This design comes from an exercise in tuning for small area, a short achievable clock period and few clock cycles per item on the open sky130 flow, not from production work. The RTL was checked by simulation tests, not by an equivalence proof against the original design. Power and IR drop assume default switching activity.

## frame_decoder
module frame_decoder #(
    parameter MAX_LEN = 64
) (
    input  wire       clk,
    input  wire       rst,
    input  wire       rx_valid,
    output wire       rx_ready,
    input  wire [7:0] rx_data,
    output reg        out_valid,
    input  wire       out_ready,
    output reg  [7:0] out_data,
    output reg  [1:0] out_status,
    output reg        out_last
);
For scale: ~1200 cells after synthesis, ~730 flip-flops, ~25 I/O pins, roughly 19000 µm² of cells after synthesis.
make LEC_CHECK=0 ABC_CLOCK_PERIOD_IN_PS=2300 CAP_MARGIN=20 CORE_MARGIN=2 CORE_UTILIZATION=40 PLACE_DENSITY=0.6 SETUP_SLACK_MARGIN=3.7 SLEW_MARGIN=20 finish   # period 6.0 ns
run.sh (not shown) runs the stock make flow with config.mk's settings and CLKGATE_MAP_FILE= SYNTH_SCRIPT=/design/flow/synth_recipe.tcl, a recipe that flattens the netlist after the stock synthesis.
Testbench counts at the start, summed over its fixed seeds: cycles 46,880, frames 1,200.
==> next run, changes <==
--- a/flow/config.mk
+++ b/flow/config.mk
@@ -11,0 +12,2 @@
+export CTS_BUF_LIST = sky130_fd_sc_hd__clkbuf_4 sky130_fd_sc_hd__clkbuf_8
+export CTS_CLUSTER_SIZE = 24
Worst setup slack improves by 0.0080 ns.
Design area barely changes.
Global-route usage goes up by 0.31 points.
Register-to-register slack stays flat.
Wire length grows by 2.1%.
Non-clock buffer count does not change.
Core utilization stays flat.
Clock-buffer cell count rises by 70.

========
Setup of try-quartz:
The RTL this note starts from:
==> flow/design.v <==
module frame_decoder #(
    parameter MAX_LEN = 64
) (
    input  wire       clk,
    input  wire       rst,
    input  wire       rx_valid,
    output wire       rx_ready,
    input  wire [7:0] rx_data,
    output reg        out_valid,
    input  wire       out_ready,
    output reg  [7:0] out_data,
    output reg  [1:0] out_status,
    output reg        out_last
);
    localparam MAX_SPAN = MAX_LEN + 3;   
    localparam P        = MAX_LEN - 1;   
    localparam R        = P + 2;         
    localparam QD       = 8;             
    localparam ST_OK      = 2'd0;
    localparam ST_BAD     = 2'd1;
    localparam ST_BAD_CRC = 2'd2;
    function [15:0] crc_step(input [15:0] c, input [7:0] b);
        reg [7:0] x;
        begin
            x = c[15:8] ^ b;
            x = x ^ (x >> 4);
            crc_step = (c << 8) ^ ({8'd0, x} << 12) ^ ({8'd0, x} << 5) ^ {8'd0, x};
        end
    endfunction
    reg        rdy;        
    reg        h0;         
    reg [7:0]  d0;
    reg        z0;         
    reg        w_ok;       
    reg        hunt;
    reg [6:0]  slen;       
    reg        s0;         
    reg        sf;         
    reg [6:0]  cnt;        
    reg        c0;         
    reg [5:0]  nt;         
    reg [7:0]  u_new;      
    reg [7:0]  u_old;      
    reg [15:0] crc;        
    reg        in_dp;      
    reg [8:0]  ring [0:R-1];   
    reg [6:0]  wl;         
    reg        wl_last;    
    reg [6:0]  rl;         
    reg        rl0;        
    reg        l0;         
    reg        lfull;      
    reg        ldir;       
    reg [QD-1:0] q;        
    reg [QD-1:0] qv;       
    reg        hv;         
    reg [7:0]  hd;
    assign rx_ready = rdy;
    wire       q_ne    = qv[0];
    wire       go      = h0 & rdy;     
    wire       enter   = go & hunt & z0;
    wire       acc     = go & ~hunt;
    wire       take    = acc & ~z0 & ~sf;
    wire       emit    = take & ~(c0 & s0);
    wire [7:0] e       = c0 ? 8'h00 : d0;
    wire       dwr     = emit & nt[1];
    wire       close   = acc & z0 & ~s0;
    wire       over    = acc & ~z0 & sf;
    wire       bad     = ~c0 | ~nt[5];
    wire       crc_ok  = (crc == {u_new, u_old});
    wire [1:0] verdict = (over | bad) ? ST_BAD : crc_ok ? ST_OK : ST_BAD_CRC;
    wire       mark    = close | over;
    wire       wr      = w_ok & (dwr | mark | ~in_dp);
    wire [8:0] wdata   = dwr  ? {1'b1, u_old} :
                         mark ? {1'b0, 5'd0, 1'b1, verdict} : 9'd0;
    wire [8:0] s       = ring[P];
    wire       s_byte  = s[8];
    wire       s_mark  = ~s[8] & s[2];
    wire       s_fill  = ~s[8] & ~s[2];
    wire       room    = ~out_valid | out_ready;
    wire       r_at    = rl0 & ~l0;
    wire       c_byte  = s_byte & (~hv | (q_ne & (~q[0] | room)));
    wire       c_mark  = s_mark & q_ne & room;
    wire       rd      = r_at & (s_fill | c_byte | c_mark);
    wire       emit_h  = r_at & s_byte & hv & q_ne & q[0] & room;
    wire       emit_m  = r_at & c_mark;
    integer k;
    always @(posedge clk) begin
        ring[0] <= wr ? wdata : ring[R-1];
        for (k = 1; k < R; k = k + 1) ring[k] <= ring[k-1];
    end
    wire       up      = wr & ~rd;
    wire       dn      = ~wr & rd;
    wire [6:0] wl_i    = wl_last ? 7'd0 : wl + 1'b1;
    wire       lz_n    = up ? (rl == 7'd0) : dn ? (wl == R - 2) : (l0 | lfull);
    wire       ldir_n  = up | (ldir & ~dn);
    wire       full_n  = lz_n & ldir_n;
    wire       l0_n    = lz_n & ~ldir_n;
    wire       w_ok_n  = (wr | wl_last) & ~full_n;
    wire       okb     = (verdict == ST_OK);
    wire       q_ok_n  = ~qv[QD-2];          
    wire       h0_n    = rdy ? rx_valid : h0;
    always @(posedge clk) begin
            if (enter) begin
                slen <= 7'd0;
                s0   <= 1'b1;
                sf   <= 1'b0;
                cnt  <= 7'd0;
                c0   <= 1'b1;
                nt   <= 6'd0;
                crc  <= 16'hFFFF;
            end
            if (take) begin
                slen <= slen + 1'b1;
                s0   <= 1'b0;
                sf   <= (slen == MAX_SPAN - 1);
                if (c0) begin
                    cnt <= d0[7] ? 7'h7F : (d0[6:0] - 1'b1);
                    c0  <= (d0 == 8'h01);
                end else begin
                    cnt <= cnt - 1'b1;
                    c0  <= (cnt == 7'd1);
                end
            end
            if (emit) begin
                if (nt[1]) crc <= crc_step(crc, u_old);
                u_old <= u_new;
                u_new <= e;
                nt    <= {nt[4:0], 1'b1};
            end
    end
    integer j;
    always @(posedge clk) begin
        if (rst) begin
            rdy   <= 1'b1;
            h0    <= 1'b0;
            w_ok  <= 1'b1;
            hunt  <= 1'b1;
            in_dp <= 1'b0;
            wl    <= 7'd0;
            wl_last <= 1'b0;
            rl    <= R - P - 1;
            rl0   <= 1'b0;
            l0    <= 1'b1;
            lfull <= 1'b0;
            ldir  <= 1'b0;
            qv    <= {QD{1'b0}};
            hv    <= 1'b0;
            out_valid <= 1'b0;
        end else begin
            rdy <= ~h0_n | (w_ok_n & q_ok_n);
            h0  <= h0_n;
            if (rdy) begin
                d0 <= rx_data;
                z0 <= (rx_data == 8'h00);
            end
            if (enter) hunt <= 1'b0;
            if (mark)  hunt <= 1'b1;
            if (dwr)  in_dp <= 1'b1;
            if (mark) in_dp <= 1'b0;
            wl      <= wr ? 7'd0 : wl_i;
            wl_last <= ~wr & (wl == R - 2);
            l0      <= l0_n;
            lfull   <= full_n;
            ldir    <= ldir_n;
            w_ok    <= w_ok_n;
            for (j = 0; j < QD; j = j + 1) begin
                if (mark && (emit_m ? (qv[j] && (j == QD - 1 || !qv[j+1]))
                                    : ((j == 0 || qv[j-1]) && !qv[j])))
                    q[j] <= okb;
                else if (emit_m)
                    q[j] <= (j == QD - 1) ? 1'b0 : q[j+1];
                if (emit_m)
                    qv[j] <= (j == QD - 1) ? mark & qv[j] : (qv[j+1] | (mark & qv[j]));
                else
                    qv[j] <= qv[j] | (mark & (j == 0 || qv[j-1]));
            end
            rl  <= rd ? 7'd0 : (rl == R - 1) ? 7'd0 : rl + 1'b1;
            rl0 <= rd | (rl == R - 1);
            if (rd & s_byte) begin
                hv <= 1'b1;
                hd <= s[7:0];
            end
            if (emit_m) hv <= 1'b0;
            if (room) begin
                out_valid  <= emit_h | emit_m;
                out_data   <= hd;
                out_status <= emit_m ? s[1:0] : ST_OK;
                out_last   <= emit_m;
            end
        end
    end
endmodule
export LEC_CHECK = 0
export ABC_AREA = 1
export CAP_MARGIN = 20
export CORE_MARGIN = 2
export CORE_UTILIZATION = 60
export CTS_CLUSTER_DIAMETER = 70
export CTS_CLUSTER_SIZE = 26
export PLACE_DENSITY = 0.75
export SETUP_SLACK_MARGIN = 3.7
export SLEW_MARGIN = 20
create_clock -name core_clock -period 6.0 [get_ports {clk}]
Testbench counts of try-quartz, summed over its fixed seeds: cycles 46,880, frames 1,200.
diff inputs: try-quartz => try-nickel
Settings: changing SETUP_SLACK_MARGIN from 3.7 to 4.2.
- Looking at share of the cycle needed by the critical path after routing, try-nickel sits 1.2 points lower than try-quartz does.
- try-nickel -> try-quartz: storage element area flat
- The count of placed standard cells in the final layout, fillers left out in try-nickel sits 21 above the value recorded for try-quartz.
- Internal reg-to-reg setup slack: try-nickel > try-quartz
- Comparing try-nickel and try-quartz, number of signal-net inverters in the final layout is higher on try-nickel.
- Going from try-quartz to try-nickel, the final period demand of the worst path was found to have gone down by 73 ps.
- Summary — number of global-route vias before repair, try-nickel relative to try-quartz: higher, by 3.9%.
Modified inputs, try-lagoon compared to try-nickel
Settings: SETUP_SLACK_MARGIN changed from 4.2 to 3.9.
==> comparison <==
- NOTE final-layout clock buffer total try-nickel->try-lagoon decreased by a few percent
- On global-route wire length before repair, try-nickel loses to try-lagoon.
- Register-to-register slack for try-lagoon: 160 ps down relative to try-nickel
- try-lagoon vs try-nickel on portion of the layout cell area used by clock cells: try-lagoon is the lower one.
- Of try-nickel and try-lagoon, the lower combinational power belongs to try-lagoon.
- The flow did not stop early for try-lagoon: all stages ran, and the layout cleared the timing, design-rule and antenna checks.
- Looking only at length in cells of the worst reg-to-reg path, and setting everything else aside, the lower value of try-nickel and try-lagoon goes to try-lagoon.
- The via count of the first global-routing pass number comes out higher for try-nickel vs try-lagoon.
- Measured against each other, try-nickel and try-lagoon differ in area of combinational cells with multiple inputs, the lower figure coming from try-lagoon.
- As of try-lagoon, area of all placed cells without fillers had fallen by a few percent compared to try-nickel.
> inputs changed (try-lagoon -> try-indigo)
Settings: a change of SETUP_SLACK_MARGIN from 3.9 to 3.7; a change of PLACE_DENSITY from 0.75 to 0.85; a change of CORE_UTILIZATION from 60 to 70.
--- outcome ---
When try-indigo is set beside try-lagoon, its buffers inserted during post-CTS setup optimization turns out to be 1 smaller.
Compared to try-lagoon, try-indigo has total met3 wirelength after detailed routing about 34% higher.
On total power, try-indigo tracks try-lagoon almost exactly.
Layout clock buffer count: try-indigo vs try-lagoon up 1
Delta (try-indigo minus try-lagoon): worst setup slack has decreased; inserted tap cell count lower; sum of routed wire length over all layers went up.
try-indigo vs try-lagoon on cell count after placement: try-indigo is the lower one.
Global-route usage on try-indigo is up relative to try-lagoon.
Sort try-lagoon and try-indigo by cell area, descending, and try-lagoon comes first.

========
Another version of the RTL of frame_decoder (not shown whole).
Size in the first run: roughly 1300 cells after synthesis, roughly 720 flip-flops, ~25 I/O pins, roughly 18000 sq um of cells after synthesis.
==> flow/config.mk <==
export PLATFORM = sky130hd
export DESIGN_NAME = frame_decoder
export DESIGN_NICKNAME = frame_decoder
export VERILOG_FILES = /design/flow/design.v
export SDC_FILE = /design/flow/constraint.sdc
export NUM_CORES = 4
export LEC_CHECK = 0
export ABC_AREA = 1
export CAP_MARGIN = 20
export CORE_MARGIN = 2
export CORE_UTILIZATION = 60
export CTS_CLUSTER_DIAMETER = 70
export CTS_CLUSTER_SIZE = 26
export PLACE_DENSITY = 0.75
export SETUP_SLACK_MARGIN = 3.7
export SLEW_MARGIN = 20
==> flow/constraint.sdc <==
create_clock -name core_clock -period 6.0 [get_ports {clk}]
set_input_delay 1.2000 -clock core_clock [delete_from_list [all_inputs] [get_ports {clk}]]
set_output_delay 1.2000 -clock core_clock [all_outputs]
set_load 0.01 [all_outputs]
The baseline finished clean.
Testbench counts at the start, summed over its fixed seeds: cycles 46,880, frames 1,200.
Change:
Settings changed: ABC_AREA 1 to unset, ABC_CLOCK_PERIOD_IN_PS set to 2300, CORE_UTILIZATION 60 to 40, CTS_CLUSTER_DIAMETER 70 to unset, CTS_CLUSTER_SIZE 26 to unset, PLACE_DENSITY 0.75 to 0.6.
Hold slack gets worse by 0.014 ns.
Critical path depth does not change.
Design area is higher by about 8%.
Clock power went up by about 70%.
Setup slack stays flat.
Fmax stays flat.
Clock skew goes down by 0.0064 ns.
Core utilization shrinks by 18 points.
Change:
Settings changed: CORE_UTILIZATION 40 to 60, CTS_CLUSTER_DIAMETER set to 70, CTS_CLUSTER_SIZE set to 26, PLACE_DENSITY 0.6 to 0.75.
Power shrinks by 18%.
Wire length shrinks by 1.3%.
Core utilization grows by 19 points.
Cell area shrinks by 7.5%.
Setup slack improves by 0.0075 ns.
Via count shrinks by 2.7%.
Hold slack improves by 0.0084 ns.
Non-clock buffer count shrinks by 9.
Count of clock-buffer cells in the layout shrinks by 52.
Die area shrinks by 33%.
Global-route usage grows by 5.0 points.

========
Starting RTL as in the previous note.
clock: 6.0 ns
lec_check: 0
abc_clock_period_in_ps: 2300
cap_margin: 20
core_margin: 2
core_utilization: 40
cts_cluster_diameter: 60
cts_cluster_size: 36
place_density: 0.6
setup_slack_margin: 3.7
slew_margin: 20
Testbench counts at the start, summed over its fixed seeds: cycles 46,880, frames 1,200.
Edit:
Settings changed: CTS_CLUSTER_DIAMETER 60 to 70, CTS_CLUSTER_SIZE 36 to 26.
- The changed run went through all stages and came out clean
- area after synthesis is unchanged
- non-clock buffer count increases by 1
- setup slack improves by 0.077 ns
- sequential share of layout area increases by 0.42 points
- utilization decreases by 0.26 points
- design area decreases slightly

## separate check: timing with driven ports
How much do the figures lean on ideal ports? The routed layouts below were timed once more, with nothing changed but the port constraints.
Step 1 (the two cells are an assumption about what drives the block):
set clk [get_ports {clk}]
set_driving_cell -lib_cell sky130_fd_sc_hd__clkbuf_16 $clk
set_driving_cell -lib_cell sky130_fd_sc_hd__buf_2 [delete_from_list [all_inputs] $clk]
Step 2 moves the port delays by t, midway between the first and last clock arrival at a register: inputs arrive t later, outputs are due t later. That takes back most of the time a late clock gives input paths.
Slacks: ideal ports / drivers / drivers and shift; pairs: ideal ports / drivers.
| run | t (ns) | setup slack, ns | worst hold slack (ns) | worst slew at a driven data input, ns |
|---|---|---|---|---|
| the first run of note 1 | 0.623 | 3.457 / 3.457 / 3.213 | 0.319 / 0.319 / 0.319 | 0.04 |
| the second run of note 1 | 0.684 | 3.465 / 3.465 / 3.181 | 0.313 / 0.313 / 0.313 | 0.04 |
| try-quartz | 0.635 | 3.647 / 3.601 / 3.272 | 0.324 / 0.324 / 0.324 | 0.04 |
| try-nickel | 0.575 | 3.720 / 3.674 / 3.456 | 0.309 / 0.309 / 0.309 | 0.04 |
| try-lagoon | 0.631 | 3.642 / 3.595 / 3.336 | 0.321 / 0.321 / 0.321 | 0.03 |
| try-indigo | 0.629 | 3.625 / 3.578 / 3.187 | 0.323 / 0.323 / 0.323 | 0.04 |
| the first run of note 3 | 0.579 | 3.705 / 3.657 / 3.308 | 0.324 / 0.324 / 0.324 | 0.03 |
| the second run of note 3 | 0.615 | 3.706 / 3.654 / 3.374 | 0.309 / 0.309 / 0.309 | 0.04 |
| the third run of note 3 | 0.575 | 3.713 / 3.667 / 3.252 | 0.318 / 0.318 / 0.318 | 0.03 |
| the first run of note 4 | 0.655 | 3.632 / 3.583 / 3.233 | 0.307 / 0.307 / 0.307 | 0.04 |
| the second run of note 4 | 0.597 | 3.710 / 3.660 / 3.359 | 0.315 / 0.315 / 0.315 | 0.04 |
After both steps every run listed still meets setup and hold. For the third run of note 3, which loses most, drivers alone change the setup slack by -0.046 ns; drivers and shift together by -0.461 ns.
